This is an optimization exercise on Yosys and OpenROAD, whose aim is small area, a short achievable clock period and few clock cycles per item, not a production implementation.
Function was checked by simulation only, so behaviour that the tests miss may differ from the original.
Power figures rest on the tool's default switching activity, not on a simulated workload.

**flow/flow/run.sh**
```bash
#!/bin/bash
set -euo pipefail
bash standard.sh SETUP_SLACK_MARGIN=10 "BUFFER_PORTS_ARGS=-buffer_cell sky130_fd_sc_hd__buf_4" finish > standard.log 2>&1
```
**flow/standard.sh**
```bash
#!/bin/bash
# synth_recipe.tcl (not shown) runs the flow's synth.tcl, then flattens the netlist and writes it again
# the make line also repeats each setting of config.mk as NAME=value (left out here)
make -C /OpenROAD-flow-scripts/flow DESIGN_CONFIG=/design/flow/config.mk WORK_HOME=/design/flow/orfs CLKGATE_MAP_FILE= SYNTH_SCRIPT=/design/flow/synth_recipe.tcl "${@:-finish}"
```
**flow/config.mk**
```make
export PLATFORM = sky130hd
export DESIGN_NAME = tbacc
export DESIGN_NICKNAME = tbacc
export VERILOG_FILES = /design/flow/design.v
export SDC_FILE = /design/flow/constraint.sdc
export NUM_CORES = 4
export LEC_CHECK = 0
export CAP_MARGIN = 20
export CORE_MARGIN = 2
export CORE_UTILIZATION = 40
export PLACE_DENSITY = 0.6
export SLEW_MARGIN = 20
export TNS_END_PERCENT = 0
```
**flow/constraint.sdc**
```tcl
create_clock -name core_clock -period 12.5 [get_ports {clk}]
set_input_delay 2.5000 -clock core_clock [delete_from_list [all_inputs] [get_ports {clk}]]
set_output_delay 2.5000 -clock core_clock [all_outputs]
set_load 0.01 [all_outputs]
```
**flow/design.v**
```verilog
module tbacc_sipround #(
    parameter R0 = 13,
    parameter R1 = 21
) (
    input  wire [63:0] p,
    input  wire [63:0] q,
    input  wire [63:0] x,
    input  wire        sel,
    output wire [63:0] s,
    output wire [63:0] t
);
    wire [63:0] q0 = {q[63-R0:0], q[63:64-R0]};
    wire [63:0] q1 = {q[63-R1:0], q[63:64-R1]};
    tbacc_add64 u_add (.a(p), .b(q), .s(s));
    assign t = ((sel ? q1 : q0) ^ x) ^ s;
endmodule
module tbacc_add64 (input wire [63:0] a, input wire [63:0] b, output wire [63:0] s);
    wire [63:0] p0 = a ^ b;
    wire [63:0] g0 = a & b;
    wire g1_1 = g0[1] | (p0[1] & g0[0]);
    wire p1_1 = p0[1] & p0[0];
    wire g1_3 = g0[3] | (p0[3] & g0[2]);
    wire p1_3 = p0[3] & p0[2];
    wire g1_5 = g0[5] | (p0[5] & g0[4]);
    wire p1_5 = p0[5] & p0[4];
    wire g1_7 = g0[7] | (p0[7] & g0[6]);
    wire p1_7 = p0[7] & p0[6];
    wire g1_9 = g0[9] | (p0[9] & g0[8]);
    wire p1_9 = p0[9] & p0[8];
    wire g1_11 = g0[11] | (p0[11] & g0[10]);
    wire p1_11 = p0[11] & p0[10];
    wire g1_13 = g0[13] | (p0[13] & g0[12]);
    wire p1_13 = p0[13] & p0[12];
    wire g1_15 = g0[15] | (p0[15] & g0[14]);
    wire p1_15 = p0[15] & p0[14];
    wire g1_17 = g0[17] | (p0[17] & g0[16]);
    wire p1_17 = p0[17] & p0[16];
    wire g1_19 = g0[19] | (p0[19] & g0[18]);
    wire p1_19 = p0[19] & p0[18];
    wire g1_21 = g0[21] | (p0[21] & g0[20]);
    wire p1_21 = p0[21] & p0[20];
    wire g1_23 = g0[23] | (p0[23] & g0[22]);
    wire p1_23 = p0[23] & p0[22];
    wire g1_25 = g0[25] | (p0[25] & g0[24]);
    wire p1_25 = p0[25] & p0[24];
    wire g1_27 = g0[27] | (p0[27] & g0[26]);
    wire p1_27 = p0[27] & p0[26];
    wire g1_29 = g0[29] | (p0[29] & g0[28]);
    wire p1_29 = p0[29] & p0[28];
    wire g1_31 = g0[31] | (p0[31] & g0[30]);
    wire p1_31 = p0[31] & p0[30];
    wire g1_33 = g0[33] | (p0[33] & g0[32]);
    wire p1_33 = p0[33] & p0[32];
    wire g1_35 = g0[35] | (p0[35] & g0[34]);
    wire p1_35 = p0[35] & p0[34];
    wire g1_37 = g0[37] | (p0[37] & g0[36]);
    wire p1_37 = p0[37] & p0[36];
    wire g1_39 = g0[39] | (p0[39] & g0[38]);
    wire p1_39 = p0[39] & p0[38];
    wire g1_41 = g0[41] | (p0[41] & g0[40]);
    wire p1_41 = p0[41] & p0[40];
    wire g1_43 = g0[43] | (p0[43] & g0[42]);
    wire p1_43 = p0[43] & p0[42];
    wire g1_45 = g0[45] | (p0[45] & g0[44]);
    wire p1_45 = p0[45] & p0[44];
    wire g1_47 = g0[47] | (p0[47] & g0[46]);
    wire p1_47 = p0[47] & p0[46];
    wire g1_49 = g0[49] | (p0[49] & g0[48]);
    wire p1_49 = p0[49] & p0[48];
    wire g1_51 = g0[51] | (p0[51] & g0[50]);
    wire p1_51 = p0[51] & p0[50];
    wire g1_53 = g0[53] | (p0[53] & g0[52]);
    wire p1_53 = p0[53] & p0[52];
    wire g1_55 = g0[55] | (p0[55] & g0[54]);
    wire p1_55 = p0[55] & p0[54];
    wire g1_57 = g0[57] | (p0[57] & g0[56]);
    wire p1_57 = p0[57] & p0[56];
    wire g1_59 = g0[59] | (p0[59] & g0[58]);
    wire p1_59 = p0[59] & p0[58];
    wire g1_61 = g0[61] | (p0[61] & g0[60]);
    wire p1_61 = p0[61] & p0[60];
    wire g1_63 = g0[63] | (p0[63] & g0[62]);
    wire p1_63 = p0[63] & p0[62];
    wire g2_2 = g0[2] | (p0[2] & g1_1);
    wire p2_2 = p0[2] & p1_1;
    wire g2_3 = g1_3 | (p1_3 & g1_1);
    wire p2_3 = p1_3 & p1_1;
    wire g2_6 = g0[6] | (p0[6] & g1_5);
    wire p2_6 = p0[6] & p1_5;
    wire g2_7 = g1_7 | (p1_7 & g1_5);
    wire p2_7 = p1_7 & p1_5;
    wire g2_10 = g0[10] | (p0[10] & g1_9);
    wire p2_10 = p0[10] & p1_9;
    wire g2_11 = g1_11 | (p1_11 & g1_9);
    wire p2_11 = p1_11 & p1_9;
    wire g2_14 = g0[14] | (p0[14] & g1_13);
    wire p2_14 = p0[14] & p1_13;
    wire g2_15 = g1_15 | (p1_15 & g1_13);
    wire p2_15 = p1_15 & p1_13;
    wire g2_18 = g0[18] | (p0[18] & g1_17);
    wire p2_18 = p0[18] & p1_17;
    wire g2_19 = g1_19 | (p1_19 & g1_17);
    wire p2_19 = p1_19 & p1_17;
    wire g2_22 = g0[22] | (p0[22] & g1_21);
    wire p2_22 = p0[22] & p1_21;
    wire g2_23 = g1_23 | (p1_23 & g1_21);
    wire p2_23 = p1_23 & p1_21;
    wire g2_26 = g0[26] | (p0[26] & g1_25);
    wire p2_26 = p0[26] & p1_25;
    wire g2_27 = g1_27 | (p1_27 & g1_25);
    wire p2_27 = p1_27 & p1_25;
    wire g2_30 = g0[30] | (p0[30] & g1_29);
    wire p2_30 = p0[30] & p1_29;
    wire g2_31 = g1_31 | (p1_31 & g1_29);
    wire p2_31 = p1_31 & p1_29;
    wire g2_34 = g0[34] | (p0[34] & g1_33);
    wire p2_34 = p0[34] & p1_33;
    wire g2_35 = g1_35 | (p1_35 & g1_33);
    wire p2_35 = p1_35 & p1_33;
    wire g2_38 = g0[38] | (p0[38] & g1_37);
    wire p2_38 = p0[38] & p1_37;
    wire g2_39 = g1_39 | (p1_39 & g1_37);
    wire p2_39 = p1_39 & p1_37;
    wire g2_42 = g0[42] | (p0[42] & g1_41);
    wire p2_42 = p0[42] & p1_41;
    wire g2_43 = g1_43 | (p1_43 & g1_41);
    wire p2_43 = p1_43 & p1_41;
    wire g2_46 = g0[46] | (p0[46] & g1_45);
    wire p2_46 = p0[46] & p1_45;
    wire g2_47 = g1_47 | (p1_47 & g1_45);
    wire p2_47 = p1_47 & p1_45;
    wire g2_50 = g0[50] | (p0[50] & g1_49);
    wire p2_50 = p0[50] & p1_49;
    wire g2_51 = g1_51 | (p1_51 & g1_49);
    wire p2_51 = p1_51 & p1_49;
    wire g2_54 = g0[54] | (p0[54] & g1_53);
    wire p2_54 = p0[54] & p1_53;
    wire g2_55 = g1_55 | (p1_55 & g1_53);
    wire p2_55 = p1_55 & p1_53;
    wire g2_58 = g0[58] | (p0[58] & g1_57);
    wire p2_58 = p0[58] & p1_57;
    wire g2_59 = g1_59 | (p1_59 & g1_57);
    wire p2_59 = p1_59 & p1_57;
    wire g2_62 = g0[62] | (p0[62] & g1_61);
    wire p2_62 = p0[62] & p1_61;
    wire g2_63 = g1_63 | (p1_63 & g1_61);
    wire p2_63 = p1_63 & p1_61;
    wire g3_4 = g0[4] | (p0[4] & g2_3);
    wire p3_4 = p0[4] & p2_3;
    wire g3_5 = g1_5 | (p1_5 & g2_3);
    wire p3_5 = p1_5 & p2_3;
    wire g3_6 = g2_6 | (p2_6 & g2_3);
    wire p3_6 = p2_6 & p2_3;
    wire g3_7 = g2_7 | (p2_7 & g2_3);
    wire p3_7 = p2_7 & p2_3;
    wire g3_12 = g0[12] | (p0[12] & g2_11);
    wire p3_12 = p0[12] & p2_11;
    wire g3_13 = g1_13 | (p1_13 & g2_11);
    wire p3_13 = p1_13 & p2_11;
    wire g3_14 = g2_14 | (p2_14 & g2_11);
    wire p3_14 = p2_14 & p2_11;
    wire g3_15 = g2_15 | (p2_15 & g2_11);
    wire p3_15 = p2_15 & p2_11;
    wire g3_20 = g0[20] | (p0[20] & g2_19);
    wire p3_20 = p0[20] & p2_19;
    wire g3_21 = g1_21 | (p1_21 & g2_19);
    wire p3_21 = p1_21 & p2_19;
    wire g3_22 = g2_22 | (p2_22 & g2_19);
    wire p3_22 = p2_22 & p2_19;
    wire g3_23 = g2_23 | (p2_23 & g2_19);
    wire p3_23 = p2_23 & p2_19;
    wire g3_28 = g0[28] | (p0[28] & g2_27);
    wire p3_28 = p0[28] & p2_27;
    wire g3_29 = g1_29 | (p1_29 & g2_27);
    wire p3_29 = p1_29 & p2_27;
    wire g3_30 = g2_30 | (p2_30 & g2_27);
    wire p3_30 = p2_30 & p2_27;
    wire g3_31 = g2_31 | (p2_31 & g2_27);
    wire p3_31 = p2_31 & p2_27;
    wire g3_36 = g0[36] | (p0[36] & g2_35);
    wire p3_36 = p0[36] & p2_35;
    wire g3_37 = g1_37 | (p1_37 & g2_35);
    wire p3_37 = p1_37 & p2_35;
    wire g3_38 = g2_38 | (p2_38 & g2_35);
    wire p3_38 = p2_38 & p2_35;
    wire g3_39 = g2_39 | (p2_39 & g2_35);
    wire p3_39 = p2_39 & p2_35;
    wire g3_44 = g0[44] | (p0[44] & g2_43);
    wire p3_44 = p0[44] & p2_43;
    wire g3_45 = g1_45 | (p1_45 & g2_43);
    wire p3_45 = p1_45 & p2_43;
    wire g3_46 = g2_46 | (p2_46 & g2_43);
    wire p3_46 = p2_46 & p2_43;
    wire g3_47 = g2_47 | (p2_47 & g2_43);
    wire p3_47 = p2_47 & p2_43;
    wire g3_52 = g0[52] | (p0[52] & g2_51);
    wire p3_52 = p0[52] & p2_51;
    wire g3_53 = g1_53 | (p1_53 & g2_51);
    wire p3_53 = p1_53 & p2_51;
    wire g3_54 = g2_54 | (p2_54 & g2_51);
    wire p3_54 = p2_54 & p2_51;
    wire g3_55 = g2_55 | (p2_55 & g2_51);
    wire p3_55 = p2_55 & p2_51;
    wire g3_60 = g0[60] | (p0[60] & g2_59);
    wire p3_60 = p0[60] & p2_59;
    wire g3_61 = g1_61 | (p1_61 & g2_59);
    wire p3_61 = p1_61 & p2_59;
    wire g3_62 = g2_62 | (p2_62 & g2_59);
    wire p3_62 = p2_62 & p2_59;
    wire g3_63 = g2_63 | (p2_63 & g2_59);
    wire p3_63 = p2_63 & p2_59;
    wire g4_8 = g0[8] | (p0[8] & g3_7);
    wire p4_8 = p0[8] & p3_7;
    wire g4_9 = g1_9 | (p1_9 & g3_7);
    wire p4_9 = p1_9 & p3_7;
    wire g4_10 = g2_10 | (p2_10 & g3_7);
    wire p4_10 = p2_10 & p3_7;
    wire g4_11 = g2_11 | (p2_11 & g3_7);
    wire p4_11 = p2_11 & p3_7;
    wire g4_12 = g3_12 | (p3_12 & g3_7);
    wire p4_12 = p3_12 & p3_7;
    wire g4_13 = g3_13 | (p3_13 & g3_7);
    wire p4_13 = p3_13 & p3_7;
    wire g4_14 = g3_14 | (p3_14 & g3_7);
    wire p4_14 = p3_14 & p3_7;
    wire g4_15 = g3_15 | (p3_15 & g3_7);
    wire p4_15 = p3_15 & p3_7;
    wire g4_24 = g0[24] | (p0[24] & g3_23);
    wire p4_24 = p0[24] & p3_23;
    wire g4_25 = g1_25 | (p1_25 & g3_23);
    wire p4_25 = p1_25 & p3_23;
    wire g4_26 = g2_26 | (p2_26 & g3_23);
    wire p4_26 = p2_26 & p3_23;
    wire g4_27 = g2_27 | (p2_27 & g3_23);
    wire p4_27 = p2_27 & p3_23;
    wire g4_28 = g3_28 | (p3_28 & g3_23);
    wire p4_28 = p3_28 & p3_23;
    wire g4_29 = g3_29 | (p3_29 & g3_23);
    wire p4_29 = p3_29 & p3_23;
    wire g4_30 = g3_30 | (p3_30 & g3_23);
    wire p4_30 = p3_30 & p3_23;
    wire g4_31 = g3_31 | (p3_31 & g3_23);
    wire p4_31 = p3_31 & p3_23;
    wire g4_40 = g0[40] | (p0[40] & g3_39);
    wire p4_40 = p0[40] & p3_39;
    wire g4_41 = g1_41 | (p1_41 & g3_39);
    wire p4_41 = p1_41 & p3_39;
    wire g4_42 = g2_42 | (p2_42 & g3_39);
    wire p4_42 = p2_42 & p3_39;
    wire g4_43 = g2_43 | (p2_43 & g3_39);
    wire p4_43 = p2_43 & p3_39;
    wire g4_44 = g3_44 | (p3_44 & g3_39);
    wire p4_44 = p3_44 & p3_39;
    wire g4_45 = g3_45 | (p3_45 & g3_39);
    wire p4_45 = p3_45 & p3_39;
    wire g4_46 = g3_46 | (p3_46 & g3_39);
    wire p4_46 = p3_46 & p3_39;
    wire g4_47 = g3_47 | (p3_47 & g3_39);
    wire p4_47 = p3_47 & p3_39;
    wire g4_56 = g0[56] | (p0[56] & g3_55);
    wire p4_56 = p0[56] & p3_55;
    wire g4_57 = g1_57 | (p1_57 & g3_55);
    wire p4_57 = p1_57 & p3_55;
    wire g4_58 = g2_58 | (p2_58 & g3_55);
    wire p4_58 = p2_58 & p3_55;
    wire g4_59 = g2_59 | (p2_59 & g3_55);
    wire p4_59 = p2_59 & p3_55;
    wire g4_60 = g3_60 | (p3_60 & g3_55);
    wire p4_60 = p3_60 & p3_55;
    wire g4_61 = g3_61 | (p3_61 & g3_55);
    wire p4_61 = p3_61 & p3_55;
    wire g4_62 = g3_62 | (p3_62 & g3_55);
    wire p4_62 = p3_62 & p3_55;
    wire g4_63 = g3_63 | (p3_63 & g3_55);
    wire p4_63 = p3_63 & p3_55;
    wire g5_16 = g0[16] | (p0[16] & g4_15);
    wire p5_16 = p0[16] & p4_15;
    wire g5_17 = g1_17 | (p1_17 & g4_15);
    wire p5_17 = p1_17 & p4_15;
    wire g5_18 = g2_18 | (p2_18 & g4_15);
    wire p5_18 = p2_18 & p4_15;
    wire g5_19 = g2_19 | (p2_19 & g4_15);
    wire p5_19 = p2_19 & p4_15;
    wire g5_20 = g3_20 | (p3_20 & g4_15);
    wire p5_20 = p3_20 & p4_15;
    wire g5_21 = g3_21 | (p3_21 & g4_15);
    wire p5_21 = p3_21 & p4_15;
    wire g5_22 = g3_22 | (p3_22 & g4_15);
    wire p5_22 = p3_22 & p4_15;
    wire g5_23 = g3_23 | (p3_23 & g4_15);
    wire p5_23 = p3_23 & p4_15;
    wire g5_24 = g4_24 | (p4_24 & g4_15);
    wire p5_24 = p4_24 & p4_15;
    wire g5_25 = g4_25 | (p4_25 & g4_15);
    wire p5_25 = p4_25 & p4_15;
    wire g5_26 = g4_26 | (p4_26 & g4_15);
    wire p5_26 = p4_26 & p4_15;
    wire g5_27 = g4_27 | (p4_27 & g4_15);
    wire p5_27 = p4_27 & p4_15;
    wire g5_28 = g4_28 | (p4_28 & g4_15);
    wire p5_28 = p4_28 & p4_15;
    wire g5_29 = g4_29 | (p4_29 & g4_15);
    wire p5_29 = p4_29 & p4_15;
    wire g5_30 = g4_30 | (p4_30 & g4_15);
    wire p5_30 = p4_30 & p4_15;
    wire g5_31 = g4_31 | (p4_31 & g4_15);
    wire p5_31 = p4_31 & p4_15;
    wire g5_48 = g0[48] | (p0[48] & g4_47);
    wire p5_48 = p0[48] & p4_47;
    wire g5_49 = g1_49 | (p1_49 & g4_47);
    wire p5_49 = p1_49 & p4_47;
    wire g5_50 = g2_50 | (p2_50 & g4_47);
    wire p5_50 = p2_50 & p4_47;
    wire g5_51 = g2_51 | (p2_51 & g4_47);
    wire p5_51 = p2_51 & p4_47;
    wire g5_52 = g3_52 | (p3_52 & g4_47);
    wire p5_52 = p3_52 & p4_47;
    wire g5_53 = g3_53 | (p3_53 & g4_47);
    wire p5_53 = p3_53 & p4_47;
    wire g5_54 = g3_54 | (p3_54 & g4_47);
    wire p5_54 = p3_54 & p4_47;
    wire g5_55 = g3_55 | (p3_55 & g4_47);
    wire p5_55 = p3_55 & p4_47;
    wire g5_56 = g4_56 | (p4_56 & g4_47);
    wire p5_56 = p4_56 & p4_47;
    wire g5_57 = g4_57 | (p4_57 & g4_47);
    wire p5_57 = p4_57 & p4_47;
    wire g5_58 = g4_58 | (p4_58 & g4_47);
    wire p5_58 = p4_58 & p4_47;
    wire g5_59 = g4_59 | (p4_59 & g4_47);
    wire p5_59 = p4_59 & p4_47;
    wire g5_60 = g4_60 | (p4_60 & g4_47);
    wire p5_60 = p4_60 & p4_47;
    wire g5_61 = g4_61 | (p4_61 & g4_47);
    wire p5_61 = p4_61 & p4_47;
    wire g5_62 = g4_62 | (p4_62 & g4_47);
    wire p5_62 = p4_62 & p4_47;
    wire g5_63 = g4_63 | (p4_63 & g4_47);
    wire p5_63 = p4_63 & p4_47;
    wire g6_32 = g0[32] | (p0[32] & g5_31);
    wire p6_32 = p0[32] & p5_31;
    wire g6_33 = g1_33 | (p1_33 & g5_31);
    wire p6_33 = p1_33 & p5_31;
    wire g6_34 = g2_34 | (p2_34 & g5_31);
    wire p6_34 = p2_34 & p5_31;
    wire g6_35 = g2_35 | (p2_35 & g5_31);
    wire p6_35 = p2_35 & p5_31;
    wire g6_36 = g3_36 | (p3_36 & g5_31);
    wire p6_36 = p3_36 & p5_31;
    wire g6_37 = g3_37 | (p3_37 & g5_31);
    wire p6_37 = p3_37 & p5_31;
    wire g6_38 = g3_38 | (p3_38 & g5_31);
    wire p6_38 = p3_38 & p5_31;
    wire g6_39 = g3_39 | (p3_39 & g5_31);
    wire p6_39 = p3_39 & p5_31;
    wire g6_40 = g4_40 | (p4_40 & g5_31);
    wire p6_40 = p4_40 & p5_31;
    wire g6_41 = g4_41 | (p4_41 & g5_31);
    wire p6_41 = p4_41 & p5_31;
    wire g6_42 = g4_42 | (p4_42 & g5_31);
    wire p6_42 = p4_42 & p5_31;
    wire g6_43 = g4_43 | (p4_43 & g5_31);
    wire p6_43 = p4_43 & p5_31;
    wire g6_44 = g4_44 | (p4_44 & g5_31);
    wire p6_44 = p4_44 & p5_31;
    wire g6_45 = g4_45 | (p4_45 & g5_31);
    wire p6_45 = p4_45 & p5_31;
    wire g6_46 = g4_46 | (p4_46 & g5_31);
    wire p6_46 = p4_46 & p5_31;
    wire g6_47 = g4_47 | (p4_47 & g5_31);
    wire p6_47 = p4_47 & p5_31;
    wire g6_48 = g5_48 | (p5_48 & g5_31);
    wire p6_48 = p5_48 & p5_31;
    wire g6_49 = g5_49 | (p5_49 & g5_31);
    wire p6_49 = p5_49 & p5_31;
    wire g6_50 = g5_50 | (p5_50 & g5_31);
    wire p6_50 = p5_50 & p5_31;
    wire g6_51 = g5_51 | (p5_51 & g5_31);
    wire p6_51 = p5_51 & p5_31;
    wire g6_52 = g5_52 | (p5_52 & g5_31);
    wire p6_52 = p5_52 & p5_31;
    wire g6_53 = g5_53 | (p5_53 & g5_31);
    wire p6_53 = p5_53 & p5_31;
    wire g6_54 = g5_54 | (p5_54 & g5_31);
    wire p6_54 = p5_54 & p5_31;
    wire g6_55 = g5_55 | (p5_55 & g5_31);
    wire p6_55 = p5_55 & p5_31;
    wire g6_56 = g5_56 | (p5_56 & g5_31);
    wire p6_56 = p5_56 & p5_31;
    wire g6_57 = g5_57 | (p5_57 & g5_31);
    wire p6_57 = p5_57 & p5_31;
    wire g6_58 = g5_58 | (p5_58 & g5_31);
    wire p6_58 = p5_58 & p5_31;
    wire g6_59 = g5_59 | (p5_59 & g5_31);
    wire p6_59 = p5_59 & p5_31;
    wire g6_60 = g5_60 | (p5_60 & g5_31);
    wire p6_60 = p5_60 & p5_31;
    wire g6_61 = g5_61 | (p5_61 & g5_31);
    wire p6_61 = p5_61 & p5_31;
    wire g6_62 = g5_62 | (p5_62 & g5_31);
    wire p6_62 = p5_62 & p5_31;
    wire g6_63 = g5_63 | (p5_63 & g5_31);
    wire p6_63 = p5_63 & p5_31;
    wire [63:0] c = {g6_62, g6_61, g6_60, g6_59, g6_58, g6_57, g6_56, g6_55, g6_54, g6_53, g6_52, g6_51, g6_50, g6_49, g6_48, g6_47, g6_46, g6_45, g6_44, g6_43, g6_42, g6_41, g6_40, g6_39, g6_38, g6_37, g6_36, g6_35, g6_34, g6_33, g6_32, g5_31, g5_30, g5_29, g5_28, g5_27, g5_26, g5_25, g5_24, g5_23, g5_22, g5_21, g5_20, g5_19, g5_18, g5_17, g5_16, g4_15, g4_14, g4_13, g4_12, g4_11, g4_10, g4_9, g4_8, g3_7, g3_6, g3_5, g3_4, g2_3, g2_2, g1_1, g0[0], 1'b0};
    assign s = p0 ^ c;
endmodule
module tbacc_sipcore (
    input  wire        clk,
    input  wire        rst,
    input  wire        init,
    input  wire [63:0] seed0,
    input  wire [63:0] seed1,
    input  wire        chunk_wr,
    input  wire        fin_go,
    input  wire [63:0] m,
    input  wire [63:0] xin,           
    output wire        m_busy,        
    output wire        m_busy_next,
    output wire        fin_load,      
    output wire        f2,            
    output wire        rl,            
    output wire [63:0] dig
);
    localparam S_IDLE = 4'd0;
    localparam S_C1   = 4'd1;
    localparam S_C2   = 4'd2;
    localparam S_F1   = 4'd8;
    localparam S_F2   = 4'd9;
    localparam S_RL   = 4'd15;
    reg  [3:0]  cs;
    reg         fin_pend;
    reg         busy_q, h1_q, cmp2_q, f2_q, rl_q, mb_q;
    reg  [63:0] A, B, C, D;
    wire        fgo = fin_go || fin_pend;
    wire        fin_load_i = !init && !chunk_wr && (cs == S_IDLE || cs == S_C2) && fgo;
    wire        xen = chunk_wr | fin_load_i;
    wire [63:0] xm  = xin & {64{xen}};
    wire [63:0] m2 = m & {64{cmp2_q}};
    wire [63:0] s1, t1, s2, t2;
    tbacc_sipround #(.R0(21), .R1(13)) u_p1 (.p(A), .q(B), .x(xm),    .sel(h1_q), .s(s1), .t(t1));
    tbacc_sipround #(.R0(17), .R1(16)) u_p2 (.p(C), .q(D), .x(64'd0), .sel(h1_q), .s(s2), .t(t2));
    wire [63:0] s1r = {s1[31:0], s1[63:32]};
    wire [63:0] s2r = {s2[31:0], s2[63:32]};
    assign dig = t2 ^ ({B[42:0], B[63:43]} ^ s2r);
    reg [3:0] cs_n;
    always @(*) begin
        if (init)
            cs_n = S_IDLE;
        else if (chunk_wr)
            cs_n = S_C1;
        else case (cs)
            S_IDLE, S_C2: cs_n = fgo ? S_F1 : S_IDLE;
            S_C1:         cs_n = S_C2;
            S_RL:         cs_n = S_IDLE;
            default:      cs_n = cs + 4'd1;
        endcase
    end
    always @(posedge clk) begin
        if (rst) begin
            cs       <= S_IDLE;
            fin_pend <= 1'b0;
            busy_q   <= 1'b0;
            h1_q     <= 1'b0;
            cmp2_q   <= 1'b0;
            f2_q     <= 1'b0;
            rl_q     <= 1'b0;
            mb_q     <= 1'b0;
        end else begin
            cs <= cs_n;
            if (init || cs_n == S_F1)
                fin_pend <= 1'b0;
            else if (fin_go)
                fin_pend <= 1'b1;
            busy_q <= (cs_n != S_IDLE);
            h1_q   <= (cs_n == S_C1) || (cs_n[3] && !cs_n[0]);
            cmp2_q <= (cs_n == S_C2) || (cs_n == S_F2);
            f2_q   <= (cs_n == S_F2);
            rl_q   <= (cs_n == S_RL);
            mb_q   <= (cs_n == S_C1);
        end
    end
    always @(posedge clk) begin
        if (init) begin
            A <= seed0 ^ 64'h736f6d6570736575;
            B <= seed1 ^ 64'h646f72616e646f6d;
            C <= seed0 ^ 64'h6c7967656e657261;
            D <= seed1 ^ 64'h7465646279746573;
        end else if (busy_q) begin
            if (h1_q) begin
                A <= s1r;
                C <= s2;
            end else begin
                A <= s1 ^ m2;
                C <= s2r ^ {56'd0, {8{f2_q}}};
            end
            B <= t2;
            D <= t1;
        end else if (xen) begin
            D <= D ^ xin;
        end
    end
    assign m_busy      = mb_q;
    assign m_busy_next = (cs_n == S_C1);
    assign fin_load    = fin_load_i;
    assign f2          = f2_q;
    assign rl          = rl_q;
endmodule
module tbacc_tailbuf (
    input  wire [63:0] value,
    input  wire [63:0] src,
    input  wire [3:0]  n,
    output wire [63:0] new_value,
    output wire [63:0] chunk,
    output wire        chunk_valid
);
    wire [7:0]  bc = value[63:56];
    wire [2:0]  c  = value[58:56];
    wire [63:0] sm;
    genvar j;
    generate
        for (j = 0; j < 8; j = j + 1) begin : g_mask
            assign sm[8*j +: 8] = (n > j) ? src[8*j +: 8] : 8'd0;
        end
    endgenerate
    wire [63:0] r1 = c[0] ? {sm[55:0], sm[63:56]} : sm;
    wire [63:0] r2 = c[1] ? {r1[47:0], r1[63:48]} : r1;
    wire [63:0] rot = c[2] ? {r2[31:0], r2[63:32]} : r2;
    wire [63:0] lo;    
    wire [55:0] hi;    
    generate
        for (j = 0; j < 8; j = j + 1) begin : g_merge
            if (j < 7) begin : g_t
                assign lo[8*j +: 8] = (c > j) ? value[8*j +: 8] : rot[8*j +: 8];
                assign hi[8*j +: 8] = (c > j) ? rot[8*j +: 8] : 8'd0;
            end else begin : g_7
                assign lo[8*j +: 8] = rot[8*j +: 8];
            end
        end
    endgenerate
    assign chunk_valid = ({1'b0, c} + n) >= 4'd8;
    assign chunk       = lo;
    assign new_value   = {bc + {4'd0, n}, chunk_valid ? hi : lo[55:0]};
endmodule
module tbacc (
    input  wire         clk,
    input  wire         rst,
    input  wire         cmd_valid,
    output wire         cmd_ready,
    input  wire [7:0]   cmd_op,
    input  wire [63:0]  cmd_a,
    input  wire [63:0]  cmd_b,
    output wire         rsp_valid,
    output wire [7:0]   rsp_status,
    output wire [63:0]  rsp_data,
    output wire         mem_req,
    output wire         mem_wide,
    output wire [31:0]  mem_addr,
    input  wire         mem_ack,
    input  wire [63:0]  mem_rdata,
    input  wire         mem_err,
    output wire [63:0]  value_o,
    output wire [15:0]  status_o
);
    reg         ready_q;
    reg         vq;                     
    reg         oi, o8, o16, o32, o64, ob, of, orv;    
    reg  [63:0] a_q, b_q;
    reg  [63:0] value;
    reg         fin;                    
    reg  [2:0]  fault;                  
    reg         nz;                     
    reg  [63:0] m;                      
    reg         blk;                    
    reg         rd;                     
    reg         bm;                     
    reg         mreq, mwide;
    reg  [2:0]  gcnt;                   
    reg         gdone;                  
    reg  [3:0]  gn;                     
    reg         errq;                   
    reg         rsp_q;
    wire d_init = (cmd_op == 8'h01);
    wire d_8    = (cmd_op == 8'h10);
    wire d_16   = (cmd_op == 8'h11);
    wire d_32   = (cmd_op == 8'h12);
    wire d_64   = (cmd_op == 8'h13) || (cmd_op == 8'h14);
    wire d_b    = (cmd_op == 8'h18);
    wire d_f    = (cmd_op == 8'h20);
    wire d_rv   = !(d_init || d_8 || d_16 || d_32 || d_64 || d_b || d_f);
    wire [2:0] c = value[58:56];
    wire typed = o8 | o16 | o32 | o64;
    wire [3:0] n_typed = o8 ? 4'd1 : o16 ? 4'd2 : o32 ? 4'd4 : 4'd8;
    wire tchunk = o64 | (o32 & c[2]) | (o16 & c[2] & c[1]) | (o8 & (c == 3'd7));
    wire        m_busy, m_busy_next, core_f2, core_rl;
    wire        chunk_wr;
    wire        init_x, fin_x;
    wire ex      = vq & !blk & !(typed & !nz & !fin & tchunk & m_busy);
    wire [32:0] range_end = {1'b0, a_q[31:0]} + {1'b0, b_q[31:0]};
    wire wraps   = range_end[32] & (range_end[31:0] != 32'd0);
    wire len0    = (b_q[31:0] == 32'd0);
    wire x_ign   = ex & nz;
    wire x_rv    = ex & !nz & orv;
    assign init_x = ex & !nz & oi;
    wire x_nohash = ex & !nz & !orv & !oi & fin;
    wire x_live  = ex & !nz & !orv & !oi & !fin;
    wire x_wrap  = x_live & ob & wraps;
    wire x_bytes = x_live & ob & !wraps & !len0;
    assign fin_x = x_live & of;
    wire x_typed = x_live & typed;
    wire x_simple = ex & !x_bytes & !fin_x;
    wire [63:0] ap_src = bm ? {a_q[63:32], b_q[63:32]} : a_q;
    wire [3:0]  ap_n   = bm ? gn : n_typed;
    wire        ap_en  = x_typed | gdone;
    wire [63:0] ap_value, ap_chunk;
    wire        ap_cv;
    tbacc_tailbuf u_tailbuf (
        .value(value), .src(ap_src), .n(ap_n),
        .new_value(ap_value), .chunk(ap_chunk), .chunk_valid(ap_cv)
    );
    assign chunk_wr = ap_en & ap_cv;
    wire        fin_load;
    wire [63:0] m_n = chunk_wr ? ap_chunk : value;
    wire [63:0] dig;
    tbacc_sipcore u_core (
        .clk(clk), .rst(rst), .init(init_x), .seed0(a_q), .seed1(b_q),
        .chunk_wr(chunk_wr), .fin_go(fin_x), .m(m), .xin(m_n),
        .m_busy(m_busy), .m_busy_next(m_busy_next), .fin_load(fin_load),
        .f2(core_f2), .rl(core_rl), .dig(dig)
    );
    wire        rd_ack  = rd & mem_ack;
    reg  [31:0] cur;                    
    wire [31:0] cur_n   = cur + (mwide ? 32'd8 : 32'd1);
    wire [31:0] rem_n   = b_q[31:0] - (mwide ? 32'd8 : 32'd1);
    wire        more    = (rem_n != 32'd0);
    wire        wide_n  = (cur_n[2:0] == 3'd0) && (rem_n[31:3] != 29'd0);
    wire        gend    = mwide | (cur_n[2:0] == 3'd0) | !more;
    wire        bytes_done = gdone & !rd;
    reg  [63:0] value_n;
    always @(*) begin
        if (init_x)
            value_n = 64'd0;
        else if (ap_en)
            value_n = ap_value;
        else if (core_f2)
            value_n = 64'd1;
        else
            value_n = value;
    end
    reg blk_n, rd_n;
    always @(*) begin
        blk_n = blk;
        if (x_bytes | fin_x) blk_n = 1'b1;
        if (bytes_done | errq | core_rl) blk_n = 1'b0;
        rd_n = rd;
        if (x_bytes) rd_n = 1'b1;
        if (rd_ack & (mem_err | !more)) rd_n = 1'b0;
    end
    wire cap    = cmd_valid & ready_q;
    wire hold_n = cap | (vq & !ex);
    wire [2:0] c_n = c + ap_n[2:0];    
    wire n8  = ready_q ? d_8  : o8;
    wire n16 = ready_q ? d_16 : o16;
    wire n32 = ready_q ? d_32 : o32;
    wire n64 = ready_q ? d_64 : o64;
    wire nb  = ready_q ? d_b  : ob;
    wire tchunk_n = n64 | (n32 & c_n[2]) | (n16 & c_n[2] & c_n[1]) | (n8 & (c_n == 3'd7));
    wire rd_c   = (rd & !(rd_ack & (mem_err | !more))) | (vq & ob);
    wire blk_c  = (blk & !(bytes_done | errq | core_rl)) | (vq & (ob | of));
    wire ready_n = !rd_c & (!hold_n | (!blk_c & !nb & !(tchunk_n & m_busy_next)));
    wire ok_n   = !nz & !(vq & (orv | (!oi & fin) | of)) &
                  (!blk | bytes_done | core_rl) & (!fin | (vq & oi));
    wire early  = cap & d_b & !cmd_a[31] & !cmd_b[31] & (cmd_b[31:0] != 32'd0) & ok_n;
    always @(posedge clk) begin
        if (rst) begin
            ready_q   <= 1'b1;
            vq        <= 1'b0;
            value     <= 64'd1;
            fin       <= 1'b1;
            fault     <= 3'd0;
            nz        <= 1'b0;
            blk       <= 1'b0;
            rd        <= 1'b0;
            bm        <= 1'b0;
            mreq      <= 1'b0;
            gdone     <= 1'b0;
            errq      <= 1'b0;
            rsp_q     <= 1'b0;
        end else begin
            ready_q <= ready_n;
            vq      <= ready_q ? cmd_valid : (vq & !ex);
            value   <= value_n;
            blk     <= blk_n;
            rd      <= rd_n;
            if (init_x)
                fin <= 1'b0;
            else if (core_f2)
                fin <= 1'b1;
            if (x_rv | x_wrap) begin
                fault <= 3'd3;
                nz    <= 1'b1;
            end else if (x_nohash) begin
                fault <= 3'd1;
                nz    <= 1'b1;
            end else if (errq) begin
                fault <= 3'd4;
                nz    <= 1'b1;
            end
            if (x_bytes)
                bm <= 1'b1;
            else if (bytes_done | errq)
                bm <= 1'b0;
            if (early) begin
                mreq  <= 1'b1;
                mwide <= (cmd_a[2:0] == 3'd0) && (cmd_b[31:3] != 29'd0);
            end else if (x_bytes) begin
                mreq  <= 1'b1;
                mwide <= (a_q[2:0] == 3'd0) && (b_q[31:3] != 29'd0);
            end
            if (x_bytes)
                gcnt  <= 3'd0;
            if (early)
                cur <= cmd_a[31:0];
            else if (x_bytes)
                cur <= a_q[31:0];
            else if (rd_ack & !mem_err)
                cur <= cur_n;
            if (rd_ack) begin
                if (mem_err) begin
                    mreq <= 1'b0;
                end else begin
                    mreq  <= more;
                    mwide <= wide_n;
                    gcnt  <= gend ? 3'd0 : gcnt + 3'd1;
                end
            end
            gdone <= rd_ack & !mem_err & gend;
            errq  <= rd_ack & mem_err;
            rsp_q     <= x_simple | bytes_done | errq | core_rl;
        end
    end
    always @(posedge clk)
        if (rd_ack)
            gn <= mwide ? 4'd8 : {1'b0, gcnt} + 4'd1;
    always @(posedge clk)
        if (chunk_wr | fin_load)
            m <= m_n;
    reg  [63:0] dig_q;
    always @(posedge clk)
        dig_q <= dig & {64{core_rl}};
    integer i;
    always @(posedge clk) begin
        if (ready_q) begin
            a_q <= cmd_a;
            b_q <= cmd_b;
            oi  <= d_init;
            o8  <= d_8;
            o16 <= d_16;
            o32 <= d_32;
            o64 <= d_64;
            ob  <= d_b;
            of  <= d_f;
            orv <= d_rv;
        end else if (rd_ack & !mem_err) begin
            b_q[31:0] <= rem_n;
            if (mwide) begin
                b_q[63:32] <= mem_rdata[31:0];
                a_q[63:32] <= mem_rdata[63:32];
            end else begin
                for (i = 0; i < 4; i = i + 1)
                    if (gcnt == i) b_q[32 + 8*i +: 8] <= mem_rdata[7:0];
                for (i = 0; i < 4; i = i + 1)
                    if (gcnt == i + 4) a_q[32 + 8*i +: 8] <= mem_rdata[7:0];
            end
        end
    end
    assign cmd_ready  = ready_q;
    assign rsp_valid  = rsp_q;
    assign rsp_status = {5'd0, fault};
    assign rsp_data   = dig_q;
    assign mem_req    = mreq;
    assign mem_wide   = mwide;
    assign mem_addr   = cur;
    assign value_o    = value;
    assign status_o   = {5'd0, fault, 6'd0, nz, fin};
endmodule
```
==> flow_summary.toml, run 1 <==
[pwr]
intPower_mw = 3.874
power.switching_mw = 1.380
finalPower_mw = 5.254
p_per_area_mw_per_mm2 = 92.32
switching_share_pct = 26.27
combPwrFrac_pct = 8.7
seq_power_share_pct = 45.5
p_leak_nw = 21.68
ir_drop_v = 0.00009487
clkPwrFrac_pct = 45.8

[sta]
max_freq_mhz = 233.2
setup_ws_ns = 8.212
fin_crit_ns = 4.288
period_share_pct = 34.30
fin_skew_ns = 0.05641
tightest_slew_ns = 1.245
maxSlewViolCount = 0
slew_headroom_pct = 16.80
tns_ns = 0
hold_viol = 0
holdWs_ns = 0.5035
rsz0062_at_grt = "yes"
setup_violations = 0

[worst_setup_path]
r2r-start = "vq"
worst-path-stages = 8
reg2reg_depth = 8
slowest_delay_ns = 1.02
path_cells = "nor3b_1, o311a_4, nor2_2, buf_4, inv_8, buf_6, o22ai_1, or3_1"
crit_required_ns = 12.93
cp-start-kind = "flip-flop"
critPathKind = "reg -> reg"
crit_path_end_kind = "flip-flop"
path_buf_inv = 3
critPathMaxFanout = 91
rrSetupSlack_ns = 8.21
cp_data_arrival_time_ns = 4.72
r2r-end = "u_core.D[37]"
cp_slowest_cell = "nor3b_1"
cp_top_family = "simple AND/OR/NAND/NOR gates"

[clock_network]
cts_buffer_depth = 3
cts.htree.levels = 3
cts_tree = "yes"
clock_sinks = 649
cts_buffers = 80
cts_hold_buf = 0
cts_root_buf = "clkbuf_16"
clkLatencyLatePin_ns = 0.71
cts.clk_slew.worst_paths_ns = 0.06

[floorplanning]
die_h_um = 348.4
die_area_mm2 = 0.1214
initial_core_util_pct = 40.23
core_area_mm2 = 0.1179
die-width_um = 348.4
ioPinCount = 393
row_count = 126

[global_route]
grt_max_degree = 115
antenna_found_initial = 22
grt-ovfl-total = 0
grt_pass1_wl_mm = 328.8
grt.total_usage_pct = 38.64
grt_pass1_vias = 41929

[place]
place_ws_ns = 6.579
place_hpwl_mm = 180.1
place.gp.congestion = 1.090
io_buffer_count = 376
postPlaceCellArea_mm2 = 0.05165

[yosys]
syn-cell-area_mm2 = 0.04744
synth-edff-count = 491
synthSimpleGateAreaFrac_pct = 14.09
synth_cells = 5083
syn-mean-instance-area_um2 = 9.333
async_flop_share_pct = 0
synth_mux_area_share_pct = 9.081
yosysSeqAreaShare_pct = 37.75
yosysWarnings = 2
synth-seq-cells = 649
synth-xor-area-share_pct = 11.95
synth_adder_area_share_pct = 5.254
synth-main-ff-cell = "edfxtp_1"
ys_types = 128
synth_compound_area_share_pct = 17.88
synth_top_family_by_area = "compound AO/OA/AOI/OAI gates"

[routing]
drc = 0
via_per_inst = 6.423
drt-total-wl_mm = 242.4
detail-route-antenna-nets = 0
drt_iter0_drc = 6941
vias = 45552
dr.pass1.iters = 8
wl_per_cell_um = 34.19

[hold_path]
hold-path-endpoint = "value[50]"
hp-start = "value[50]"
hold_path_depth = 2
min_path_type = "reg -> reg"

[layout]
nFillCells = 11188
syn_to_final_growth_pct = 19.97
final_cell_mix = "buf_4, nand2_1, edfxtp_1"
layout_commonest_cell = "buf_4"
nNetsFinal = 5866
drive_above_1_share_pct = 18.71
fin_area_mm2 = 0.05691

[run_status]
status = "finished clean"

[run]
maxCapViolCount = 0
==> power groups by stage <==
stage                     sequential [mW]  combinational [mW]  clock, mW
after floorplan                      2.39               0.214          0
after global placement               2.45               0.378          0
after detailed placement             2.45               0.376          0
after CTS                            2.38               0.437       2.41
after global routing                 2.39               0.475       2.49
final                                2.39               0.455       2.41
==> through the flow <==
stage	util, %	std cells
2_1_floorplan	-	5098
4_1_cts	48.05	7067
3_3_place_gp	43.79	6790
5_1_grt	48.23	7076
3_5_place_dp	43.80	6791
6_report	48.26	7092
==> what timing repair did <==
action	CTS	global route
gates cloned	14	1
resized for setup	227	29
buffers inserted	114	5
pin swaps	44	6
setup endpoints to repair	1254	1245
==> worst min-delay path, delay by kind of cell (launching register included) <==
family / cells / cell delay (ns)
AO/OA/AOI/OAI: 1 / 0.06
flip-flops: 1 / 0.33
AND/OR/NAND/NOR: 1 / 0.07
==> synthesized netlist by cell type (48+ instances only) <==
cell type	count	area (um^2)
mux2i_1	327	3273
nand3_1	96	480.5
o21ai_0	354	1772
o211ai_1	48	360.4
edfxtp_1	491	14740
mux2_2	48	540.5
ha_1	176	2202
xnor2_1	386	3381
dfxtp_1	158	3163
nor2_1	416	1562
and2_1	53	331.6
a21oi_1	395	1977
xor2_1	187	1638
inv_1	123	461.7
a21o_1	74	555.5
a31oi_1	53	331.6
o21ai_1	54	270.3
nor3_1	102	510.5
clkbuf_1	199	747.0
nand2_1	527	1978
==> cells by family after synthesis <==
kind of cell / Yosys count
buffers and inverters: 440
AOI/OAI and AO/OA: 1349
other: 1
adders and majority gates: 191
DFF: 649
xor gates and xnor gates: 603
muxes: 399
and+or+nand+nor: 1451
==> area by class of cell <==
class | instances | area, um^2 | area share (%)
multi-input cells | 4015 | 28930 | 50.84
flip-flops and latches | 649 | 17930 | 31.50
repair buffers | 595 | 4941 | 8.682
clock buffers | 113 | 2302 | 4.045
well taps | 1536 | 1922 | 3.377
inverters | 130 | 500.5 | 0.8794
clock inverters | 35 | 341.6 | 0.6002
diodes | 19 | 47.55 | 0.08354
==> how the worst max path moves through the flow <==
stage	slack, ns	endpoint	start
floorplan	8.03	cur[0]	cmd_op[6]
global placement	6.70	u_core.D[37]	bm
detailed placement	6.58	u_core.D[51]	bm
CTS	8.47	mem_wide	mwide
global route	8.25	cur[26]	a_q[0]
finish	8.21	u_core.D[37]	vq
==> layer usage <==
| layer | up-vias | global-route usage (%) | wire, um |
|---|---|---|---|
| met5 | - | 0 | 70 |
| met4 | 12 | 29.08 | 21670 |
| met3 | 845 | 11.94 | 30720 |
| met2 | 3459 | 56.22 | 100900 |
| met1 | 21890 | 47.91 | 89090 |
| li1 | 19346 | - | - |
==> flip-flops by register name (all words and copies together) (netlist names), 64 cells and up <==
signal / flops
value: 64
u_core.A: 64
u_core.B: 64
m: 64
b_q: 64
a_q: 64
u_core.D: 64
u_core.C: 64
dig_q: 64
Testbench counts, summed over its fixed seeds: cycles 16,282, hashes 384.
==> run 2, diff against run 1 <==
--- a/flow/design.v
+++ b/flow/design.v
@@ -579,5 +579,5 @@
     reg  [3:0]  gn;                     
     reg         errq;                   
-    reg         rsp_q;
+    reg         rsp_q, rsp_fin_q;
     wire d_init = (cmd_op == 8'h01);
     wire d_8    = (cmd_op == 8'h10);
@@ -686,4 +686,5 @@
             errq      <= 1'b0;
             rsp_q     <= 1'b0;
+            rsp_fin_q <= 1'b0;
         end else begin
             ready_q <= ready_n;
@@ -737,4 +738,5 @@
             errq  <= rd_ack & mem_err;
             rsp_q     <= x_simple | bytes_done | errq | core_rl;
+            rsp_fin_q <= core_rl;
         end
     end
@@ -745,7 +747,6 @@
         if (chunk_wr | fin_load)
             m <= m_n;
-    reg  [63:0] dig_q;
-    always @(posedge clk)
-        dig_q <= dig & {64{core_rl}};
+        else if (core_rl)
+            m <= dig;
     integer i;
     always @(posedge clk) begin
@@ -777,5 +778,5 @@
     assign rsp_valid  = rsp_q;
     assign rsp_status = {5'd0, fault};
-    assign rsp_data   = dig_q;
+    assign rsp_data   = m & {64{rsp_fin_q}};
     assign mem_req    = mreq;
     assign mem_wide   = mwide;
==> flow/flow/run.sh (replaced) <==
#!/bin/bash
set -euo pipefail
bash standard.sh SETUP_SLACK_MARGIN=9 "BUFFER_PORTS_ARGS=-buffer_cell sky130_fd_sc_hd__buf_4" finish > standard.log 2>&1
==> run 2 against run 1 <==
Still clean on timing, DRC and antenna. Via count rose by 3.7%. Power decreased by 6.1%. Count of clock-buffer cells in the layout shrank 12. Combinational power up 11%. Clock skew down 0.023 ns. Global-route usage rose by 6.1 points. Sequential cell count decreased by 63. Sequential share of layout area decreased by 1.7 points. Critical path depth grew 5. Synthesized cell count is 2.0% higher. Maximum frequency is 8.0% lower. Worst setup slack got worse by 0.37 ns.
==> flow_summary.toml, run 2 <==
[run_status]
status = "finished clean"

[global_route]
grt_max_degree = 166
grt-ovfl-total = 0
grt.total_usage_pct = 44.77
grt_pass1_wl_mm = 369.7
grt_pass1_vias = 43244
antenna_found_initial = 37

[pwr]
combPwrFrac_pct = 10.2
clkPwrFrac_pct = 45.3
seq_power_share_pct = 44.5
p_per_area_mw_per_mm2 = 88.20
ir_drop_v = 0.0001112
power.switching_mw = 1.393
finalPower_mw = 4.934
p_leak_nw = 21.35
intPower_mw = 3.541
switching_share_pct = 28.23

[place]
io_buffer_count = 376
place_hpwl_mm = 209.4
place.gp.congestion = 1.111

[sta]
max_freq_mhz = 214.7
fin_crit_ns = 4.658
tns_ns = 0
maxSlewViolCount = 0
setup_violations = 0
hold_viol = 0
holdWs_ns = 0.4989
period_share_pct = 37.27
slew_headroom_pct = 10.86
rsz0062_at_grt = "yes"
fin_skew_ns = 0.03312
tightest_slew_ns = 1.323

[yosys]
synthTopCellsByArea = "edfxtp_1, xnor2_1, mux2i_1, ha_1, a21oi_1"
synthSimpleGateAreaFrac_pct = 15.56
synth_top_area_share_pct = 31.67
yosys.area.top_type = "edfxtp_1"
syn-mean-instance-area_um2 = 8.978
synth.most_common_cell = "nand2_1"
yosysWarnings = 2
synth_top_family_by_area = "compound AO/OA/AOI/OAI gates"
synth-edff-count = 491
yosysSeqAreaShare_pct = 35.76
syn-cell-area_mm2 = 0.04655
synth_compound_area_share_pct = 19.69
synth-main-ff-cell = "edfxtp_1"
async_flop_share_pct = 0
synthTopCellsByCount = "nand2_1, edfxtp_1, nor2_1"
synth_cells = 5185
synth_mux_area_share_pct = 7.620
synth-seq-cells = 586
ys_types = 98
synth_adder_area_share_pct = 5.354
synth-xor-area-share_pct = 12.15

[layout]
nNetsFinal = 5956
nFillCells = 11103
syn_to_final_growth_pct = 20.18
regArea_mm2 = 0.01667
multiInputGateArea_mm2 = 0.02959
layout_commonest_cell = "buf_4"
final_cell_mix = "buf_4, nand2_1, edfxtp_1"
drive_above_1_share_pct = 18.31

[clock_network]
cts.htree.levels = 3
cts_buffer_depth = 3
clock_sinks = 586
cts_root_buf = "clkbuf_16"
cts.clk_slew.worst_paths_ns = 0.06
clkLatencyLatePin_ns = 0.70
cts_tree = "yes"
cts_buffers = 75
cts_hold_buf = 0

[routing]
detail-route-antenna-nets = 0
dr.pass1.iters = 8
dr_wl_met2_mm = 112.8
highest_layer = "met5"
drt-total-wl_mm = 276.2
met3_length_mm = 34.29
drt-met1-wl_mm = 104.6
drt_iter0_drc = 7420
via_per_inst = 6.585
vias = 47221
drc = 0
wl_per_cell_um = 38.52

[worst_setup_path]
rrSetupSlack_ns = 7.84
reg2reg_depth = 13
slowest_delay_ns = 0.73
cp-start-kind = "flip-flop"
path_cells = "ha_1, fa_1, a211oi_1, o21ai_1, o311ai_2, nand2_1, a21o_1, a21o_1, xor2_2, xnor2_1, xnor2_1, xnor2_1, a21o_1"
crit_path_end_kind = "flip-flop"
critPathMaxFanout = 5
crit_required_ns = 12.93
r2r-start = "u_core.D[0]"
cp_data_arrival_time_ns = 5.08
r2r-end = "m[18]"
cp_slowest_cell = "xnor2_1"
critPathKind = "reg -> reg"

[floorplanning]
row_count = 125
die-width_um = 345.1
initial_core_util_pct = 40.22
die_area_mm2 = 0.1191
core_area_mm2 = 0.1157
die_h_um = 345.1
ioPinCount = 393

[hold_path]
hold_path_depth = 2
hold-path-endpoint = "rd"
hp-start = "rd"
min_path_type = "reg -> reg"

[run]
maxCapViolCount = 0
==> run 2: worst max path at each step <==
stage,end,startpoint,cells past startpoint
6_report,m[18],u_core.D[0],13
5_1_grt,cur[14],b_q[5],16
4_1_cts,cur[10],cmd_b[5],13
3_5_place_dp,cur[14],a_q[4],12
3_3_place_gp,cur[14],a_q[4],11
2_1_floorplan,cur[2],cmd_b[8],9
==> run 2: routing by layer <==
metal  vias up  GRT usage (%)
met5         -         0.2401
met4        14          33.08
met3       823          14.06
met2      3476          63.44
met1     23141          57.03
li1      19767              -
==> run 2: timing repair <==
item	CTS	global route
setup endpoints to repair	902	918
gates resized for setup	202	34
pin swaps	38	9
gates cloned	6	0
setup buffers	83	13
==> run 2: kinds of logic (layout without fill, tap and decap cells) <==
kind of cell	after synthesis	after routing
compound gates	1469	1470
simple gates	1528	1530
fa+ha+maj	191	191
xor+xnor	627	627
buf+inv	444	860
other cells	1	44
mux	339	339
flops	586	586
==> run 2: critical path: cells and delay by family (launching register included) <==
kind	cells	cell delay, ns
compound gates	6	1.58
xor+xnor	4	1.33
fa+ha+maj	2	0.72
flops	1	0.45
simple gates	1	0.30
==> run 2: power groups by stage <==
stage	Clock (mW)	Combinational [mW]	Sequential, mW
after floorplan	0	0.230	2.19
after global placement	0	0.408	2.25
after detailed placement	0	0.407	2.25
after CTS	2.22	0.479	2.19
after global routing	2.28	0.526	2.19
final	2.23	0.503	2.20
==> run 2: cell type report <==
| class | count | area share (%) |
|---|---|---|
| Clock buffer | 101 | 3.664 |
| Sequential cell | 586 | 29.80 |
| Inverter | 117 | 0.8119 |
| Multi-Input combinational cell | 4173 | 52.90 |
| Tap cell | 1524 | 3.409 |
| Clock inverter | 34 | 0.5793 |
| Timing Repair Buffer | 608 | 8.705 |
| Antenna cell | 28 | 0.1252 |
==> run 2: through the flow <==
| step | area [um^2] | utilization [%] | setup WS (ns) | instances |
|---|---|---|---|---|
| 2_1_floorplan | 46820 | - | 7.829 | 5200 |
| 3_3_place_gp | 51300 | 44.32 | 6.019 | 6903 |
| 3_5_place_dp | 51360 | 44.38 | 6.290 | 6905 |
| 4_1_cts | 55560 | 48.00 | 8.043 | 7129 |
| 5_1_grt | 55870 | 48.28 | 7.895 | 7144 |
| 6_report | 55940 | 48.34 | 7.842 | 7171 |
Testbench counts of run 2, summed over its fixed seeds: cycles 16,282, hashes 384.
==> run 3, diff against run 2 <==
--- a/flow/design.v
+++ b/flow/design.v
@@ -579,5 +579,5 @@
     reg  [3:0]  gn;                     
     reg         errq;                   
-    reg         rsp_q, rsp_fin_q;
+    reg         rsp_q;
     wire d_init = (cmd_op == 8'h01);
     wire d_8    = (cmd_op == 8'h10);
@@ -629,6 +629,5 @@
     );
     wire        rd_ack  = rd & mem_ack;
-    reg  [31:0] cur;                    
-    wire [31:0] cur_n   = cur + (mwide ? 32'd8 : 32'd1);
+    wire [31:0] cur_n   = a_q[31:0] + (mwide ? 32'd8 : 32'd1);
     wire [31:0] rem_n   = b_q[31:0] - (mwide ? 32'd8 : 32'd1);
     wire        more    = (rem_n != 32'd0);
@@ -686,5 +685,4 @@
             errq      <= 1'b0;
             rsp_q     <= 1'b0;
-            rsp_fin_q <= 1'b0;
         end else begin
             ready_q <= ready_n;
@@ -720,10 +718,4 @@
             if (x_bytes)
                 gcnt  <= 3'd0;
-            if (early)
-                cur <= cmd_a[31:0];
-            else if (x_bytes)
-                cur <= a_q[31:0];
-            else if (rd_ack & !mem_err)
-                cur <= cur_n;
             if (rd_ack) begin
                 if (mem_err) begin
@@ -738,5 +730,4 @@
             errq  <= rd_ack & mem_err;
             rsp_q     <= x_simple | bytes_done | errq | core_rl;
-            rsp_fin_q <= core_rl;
         end
     end
@@ -747,6 +738,7 @@
         if (chunk_wr | fin_load)
             m <= m_n;
-        else if (core_rl)
-            m <= dig;
+    reg  [63:0] dig_q;
+    always @(posedge clk)
+        dig_q <= dig & {64{core_rl}};
     integer i;
     always @(posedge clk) begin
@@ -763,4 +755,5 @@
             orv <= d_rv;
         end else if (rd_ack & !mem_err) begin
+            a_q[31:0] <= cur_n;
             b_q[31:0] <= rem_n;
             if (mwide) begin
@@ -778,8 +771,8 @@
     assign rsp_valid  = rsp_q;
     assign rsp_status = {5'd0, fault};
-    assign rsp_data   = m & {64{rsp_fin_q}};
+    assign rsp_data   = dig_q;
     assign mem_req    = mreq;
     assign mem_wide   = mwide;
-    assign mem_addr   = cur;
+    assign mem_addr   = a_q[31:0];
     assign value_o    = value;
     assign status_o   = {5'd0, fault, 6'd0, nz, fin};
==> flow/flow/run.sh (replaced) <==
#!/bin/bash
set -euo pipefail
bash standard.sh SETUP_SLACK_MARGIN=9 "BUFFER_PORTS_ARGS=-buffer_cell sky130_fd_sc_hd__buf_1" finish > standard.log 2>&1
==> run 3 against run 2 <==
Still clean on timing, DRC and antenna. Worst setup slack better by 0.46 ns. Worst hold slack better by 0.019 ns. Critical path depth shrank 1. Sequential cell count rose by 31. Register-to-register slack gained 0.46 ns. Largest power group unchanged.
==> flow_summary.toml, run 3 <==
[run_status]
status = "finished clean"

[yosys]
syn-mean-instance-area_um2 = 9.010
synth-edff-count = 459
synth.most_common_cell = "nand2_1"
synth_top_area_share_pct = 30.05
synth-main-ff-cell = "edfxtp_1"
ys_types = 95
syn-cell-area_mm2 = 0.04587
synthTopCellsByCount = "nand2_1, edfxtp_1, nor2_1"
yosys.area.top_type = "edfxtp_1"
yosysWarnings = 2
synthTopCellsByArea = "edfxtp_1, xnor2_1, dfxtp_1, mux2i_1, ha_1"
yosysSeqAreaShare_pct = 36.95
synth_cells = 5091
synth-seq-cells = 617
async_flop_share_pct = 0

[sta]
max_freq_mhz = 238.4
setup_violations = 0
maxSlewViolCount = 0
tightest_slew_ns = 1.287
holdWs_ns = 0.5175
fin_crit_ns = 4.195
hold_viol = 0
fin_skew_ns = 0.03392
slew_headroom_pct = 13.91
tns_ns = 0
period_share_pct = 33.56
rsz0062_at_grt = "yes"

[run]
maxCapViolCount = 0

[place]
place.gp.congestion = 1.067
place_hpwl_mm = 179.6
postPlaceCellArea_mm2 = 0.04860
io_buffer_count = 376

[pwr]
ir_drop_v = 0.00009600
finalPower_mw = 5.139
combPwrFrac_pct = 9.2
p_per_area_mw_per_mm2 = 95.42
power.switching_mw = 1.396
switching_share_pct = 27.17
p_leak_nw = 20.03
intPower_mw = 3.743
clkPwrFrac_pct = 46.5
seq_power_share_pct = 44.4

[routing]
wl_per_cell_um = 34.32
via_per_inst = 6.436
dr.pass1.iters = 8
drt-total-wl_mm = 241.9
vias = 45368
detail-route-antenna-nets = 0
drc = 0
drt_iter0_drc = 7033

[clock_network]
cts.clk_slew.worst_paths_ns = 0.06
cts.htree.levels = 3
cts_buffers = 76
cts_buffer_depth = 3
cts_root_buf = "clkbuf_16"
cts_hold_buf = 0
clock_sinks = 617
cts_tree = "yes"
clkLatencyLatePin_ns = 0.70

[worst_setup_path]
crit_required_ns = 12.91
reg2reg_depth = 12
critPathMaxFanout = 33
rrSetupSlack_ns = 8.30
cpMostUsedCell = "o21ai_0"
path_cells = "buf_6, mux2_2, o21ai_0, o21ai_0, mux2_2, mux2i_1, o21ai_0, nand2_1, xnor2_1, xnor2_1, a21oi_1, nor2_1"
cp_data_arrival_time_ns = 4.61
cp-start-kind = "flip-flop"
crit_path_end_kind = "flip-flop"
slowest_delay_ns = 0.73
critPathKind = "reg -> reg"
cp_slowest_cell = "o21ai_0"

[layout]
syn_to_final_growth_pct = 17.41
nNetsFinal = 5849
layout_commonest_cell = "nand2_1"
drive_above_1_share_pct = 11.91
fin_area_mm2 = 0.05386
final_cell_mix = "nand2_1, edfxtp_1, nor2_1"

[floorplanning]
ioPinCount = 393
core_area_mm2 = 0.1140
die_area_mm2 = 0.1174
row_count = 124
initial_core_util_pct = 40.22
die_h_um = 342.6
die-width_um = 342.6

[global_route]
grt.total_usage_pct = 39.90
grt_max_degree = 133
antenna_found_initial = 27
grt_pass1_wl_mm = 326.2
grt-ovfl-total = 0
grt_pass1_vias = 41133

[hold_path]
min_path_type = "reg -> reg"
hold_path_depth = 2
run 3: cell count changes after synthesis, moves of 20 or more:
cell,delta
a21o_1,-46
a21oi_1,-28
and2_1,-68
and3_1,-22
buf_4,+33
dfxtp_1,+63
edfxtp_1,-32
nand2_1,+52
nand3_1,+38
xor2_1,-20
run 3: final cells by class:
class | count | area (um^2)
Clock buffer | 100 | 2170
Fill cell | 10910 | 60180
Clock inverter | 41 | 427.9
Timing Repair Buffer | 612 | 3611
Inverter | 124 | 503.0
Antenna cell | 20 | 50.05
Multi-Input combinational cell | 4023 | 28230
Tap cell | 1512 | 1892
Sequential cell | 617 | 16970
run 3: critical path, delay by kind of cell, from the launching register on:
family          cells  cell delay, ns
xor+xnor            2            0.31
buf+inv             1            0.43
simple gates        2            0.20
flops               1            0.47
compound gates      4            1.78
mux                 3            0.70
run 3: power groups by stage:
stage	logic [mW]	clock network, mW	registers, mW
CTS	0.446	2.38	2.27
global route	0.493	2.45	2.27
global placement	0.394	0	2.33
floorplan	0.236	0	2.27
detailed placement	0.393	0	2.33
finish	0.472	2.39	2.28
run 3: per-stage QoR:
stage	cells	util, %	setup slack, ns
final	7049	47.23	8.305
after detailed placement	6747	42.61	6.302
after global placement	6746	42.60	6.370
after CTS	6998	46.58	8.470
after global routing	7033	47.19	8.344
after floorplan	5106	-	8.333
run 3: final timing paths:
path	startpoint	to
setup reg to reg	bm	u_core.D[31]
hold reg to reg	fault[1]	fault[1]
setup / recovery	bm	u_core.D[31]
hold / removal	fault[1]	fault[1]
run 3: logic make-up (layout without fill, tap and decap cells):
logic type      count (synthesis)  after routing  share of synthesized area [%]
mux                           355            355                          7.963
simple gates                 1479           1479                          14.51
fa+ha+maj                     190            190                          5.412
compound gates               1381           1381                          18.63
flops                         617            617                          36.95
xor+xnor                      602            602                          12.24
buf+inv                       466            877                          4.296
other cells                     1             36                       0.008176
run 3: what timing repair did:
| item | 4_1_cts | 5_1_grt |
|---|---|---|
| pin swaps | 38 | 33 |
| gates cloned | 5 | 1 |
| endpoints found under the setup margin | 1082 | 825 |
| resized for setup | 200 | 74 |
| setup buffers | 105 | 29 |
run 3: layer usage:
layer  GRT usage (%)  routed length, um  share of wire [%]
met1           49.71              88410                 37
met4           31.29              23280                9.6
met2           57.28              99430                 41
met3           12.21              30740                 13
met5               0                 50              0.021
Testbench counts of run 3, summed over its fixed seeds: cycles 16,282, hashes 384.
==> run 4, diff against run 3 <==
--- a/flow/config.mk
+++ b/flow/config.mk
@@ -8,6 +8,6 @@
 export CAP_MARGIN = 20
 export CORE_MARGIN = 2
-export CORE_UTILIZATION = 40
-export PLACE_DENSITY = 0.6
+export CORE_UTILIZATION = 45
+export PLACE_DENSITY = 0.65
 export SLEW_MARGIN = 20
 export TNS_END_PERCENT = 0
==> run 4 against run 3 <==
Worst setup slack improved by 0.065 ns. Non-clock buffer count up 34. Largest cell class unchanged. Sequential cell count stayed put. Die area decreased by 11%. Still clean on timing, DRC and antenna. Critical path type unchanged.
==> flow_summary.toml, run 4 <==
[run_status]
status = "finished clean"

[clock_network]
cts_tree = "yes"
cts_buffer_depth = 3
cts_root_buf = "clkbuf_16"
cts.clk_slew.worst_paths_ns = 0.06
clkLatencyLatePin_ns = 0.69
clock_sinks = 617
cts_buffers = 76
cts.htree.levels = 3

[global_route]
grt_pass1_wl_mm = 327.0
grt-ovfl-total = 0
grt_max_degree = 134
grt_pass1_vias = 40925
antenna_found_initial = 45
grt.total_usage_pct = 45.31

[routing]
drc = 0
vias = 46125
wl_per_cell_um = 35.10
dr.pass1.iters = 8
detail-route-antenna-nets = 0
drt-total-wl_mm = 243.8
via_per_inst = 6.640
drt_iter0_drc = 7627

[sta]
period_share_pct = 33.05
max_freq_mhz = 242.1
slew_headroom_pct = 17.82
hold_viol = 0
fin_skew_ns = 0.04302
fin_crit_ns = 4.131
rsz0062_at_grt = "yes"
tns_ns = 0
setup_violations = 0
tightest_slew_ns = 1.230
maxSlewViolCount = 0

[yosys]
yosysSeqAreaShare_pct = 36.95
async_flop_share_pct = 0
syn-mean-instance-area_um2 = 9.010
synth.most_common_cell = "nand2_1"
synthTopCellsByArea = "edfxtp_1, xnor2_1, dfxtp_1, mux2i_1, ha_1"
synth-edff-count = 459
synth-seq-cells = 617
synth_top_area_share_pct = 30.05
synth-main-ff-cell = "edfxtp_1"
synthTopCellsByCount = "nand2_1, edfxtp_1, nor2_1"
yosys.area.top_type = "edfxtp_1"
syn-cell-area_mm2 = 0.04587
yosysWarnings = 2
ys_types = 95
synth_cells = 5091

[worst_setup_path]
r2r-start = "u_core.B[32]"
rrSetupSlack_ns = 8.37
crit_path_end_kind = "flip-flop"
critPathMaxFanout = 5
reg2reg_depth = 12
cp-start-kind = "flip-flop"
crit_required_ns = 12.89
r2r-end = "u_core.A[18]"
cp_data_arrival_time_ns = 4.52
critPathKind = "reg -> reg"

[layout]
nFillCells = 9517
final_cell_mix = "nand2_1, edfxtp_1, nor2_1"
layout_commonest_cell = "nand2_1"
drive_above_1_share_pct = 12.64
fin_cells = 6947
nNetsFinal = 5884
fin_area_mm2 = 0.05395
syn_to_final_growth_pct = 17.61

[run]
maxCapViolCount = 0

[place]
placedCellCount = 6616
postPlaceCellArea_mm2 = 0.04851
io_buffer_count = 376
place.gp.congestion = 1.096
place_hpwl_mm = 179.5

[pwr]
p_leak_nw = 20.22
ir_drop_v = 0.0001045
p_per_area_mw_per_mm2 = 93.65

[floorplanning]
initial_core_util_pct = 45.21
die-width_um = 323.3
core_area_mm2 = 0.1014
ioPinCount = 393
die_h_um = 323.3
row_count = 117
die_area_mm2 = 0.1045

[hold_path]
hp-start = "value[51]"
hold-path-endpoint = "value[51]"
hold_path_depth = 2
min_path_type = "reg -> reg"
[run 4: worst max path at each step]
stage                       from            to  cells past startpoint
finish              u_core.B[32]  u_core.A[18]                     12
global route              b_q[0]      fault[0]                     13
CTS                        mwide      mem_wide                      3
detailed placement           o32  u_core.D[58]                     15
global placement              bm  u_core.D[58]                     16
floorplan                mem_ack        a_q[0]                      4
[run 4: where the power goes]
group	switching, mW	internal (mW)	total [mW]
sequential	0.0750	2.21	2.28
combinational	0.328	0.173	0.501
clock	1.01	1.26	2.27
[run 4: worst max-delay path: stages (launching register included)]
cell and delay, ns:
edfxtp_1 0.75, ha_1 0.38, a21o_1 0.19, a21o_1 0.19, a21oi_1 0.27, o21a_1 0.32
a2bb2oi_2 0.30, nand2_4 0.14, buf_4 0.18, a31oi_1 0.20, xnor2_1 0.18, a21oi_1 0.56
o21ai_0 0.15
[run 4: routing by layer]
metal  vias to the layer above  track usage [%]  wire (um)
met2                      3817            63.91      99150
met5                         -          0.04630        205
met1                     21955            55.05      86200
met3                      1006            15.68      33720
li1                      19324                -          -
met4                        23            38.63      24550
[run 4: cells by family (layout without fill, tap and decap cells)]
| logic type | Yosys count | after routing | share of synthesized area [%] |
|---|---|---|---|
| AO/OA/AOI/OAI | 1381 | 1381 | 18.63 |
| XOR/XNOR | 602 | 602 | 12.24 |
| adder cells (fa/ha/maj) | 190 | 190 | 5.412 |
| buffers and inverters | 466 | 912 | 4.296 |
| flip-flops | 617 | 617 | 36.95 |
| multiplexers | 355 | 355 | 7.963 |
| other | 1 | 42 | 0.008176 |
| AND/OR/NAND/NOR | 1479 | 1480 | 14.51 |
[run 4: timing repair]
item	CTS	global route
endpoints found under the setup margin	1039	916
setup buffers	112	39
pin swaps	38	33
cloned	9	3
hold buffers	0	0
gates resized for setup	225	82
[run 4: stage by stage]
step | hold slack (ns) | utilization [%] | setup WS (ns) | power (mW)
after floorplan | 0.4900 | - | 8.333 | 2.510
after global placement | 0.5008 | 47.82 | 6.956 | 2.734
after detailed placement | 0.5013 | 47.82 | 6.849 | 2.732
after CTS | 0.5143 | 52.41 | 8.474 | 4.993
after global routing | 0.5438 | 53.12 | 8.331 | 5.124
final | 0.5210 | 53.18 | 8.369 | 5.052
[run 4: area by class of cell]
class | instances | area [um^2] | area share (%)
repair buffers | 646 | 3985 | 7.387
clock inverters | 39 | 251.5 | 0.4662
flip-flops and latches | 617 | 16970 | 31.46
inverters | 124 | 505.5 | 0.9370
clock buffers | 103 | 2202 | 4.082
well taps | 1368 | 1712 | 3.173
diodes | 26 | 65.06 | 0.1206
multi-input cells | 4024 | 28250 | 52.37

afterwards: timing with drivers on the ports:
The results above use ideal ports. As a check the final layouts listed here were re-extracted and re-timed, cells and wires unchanged.
Step 1: set_driving_cell puts a clkbuf_16 on clk and a buf_2 on each other input, an assumption about the parent block.
Step 2 times the ports against the registers' clock, not the clock port: input delays grow and output delays shrink by t, the midpoint of the rising clock arrivals with the driver on.
Three values: ideal ports, drivers, drivers and shift; two values: the first two.
| run | t (ns) | setup WS [ns] | pins driven straight from the clock port |
|---|---|---|---|
| run 1 | 0.770 | 8.212 / 8.212 / 7.683 | 1 |
| run 2 | 0.760 | 7.842 / 7.842 / 7.259 | 1 |
| run 3 | 0.768 | 8.305 / 8.272 / 7.860 | 1 |
| run 4 | 0.742 | 8.369 / 8.369 / 7.846 | 1 |
After both steps every run listed still meets setup and hold. The setup slack of run 2, which loses most, moves by 0.000 ns with the drivers and by -0.583 ns with both steps.
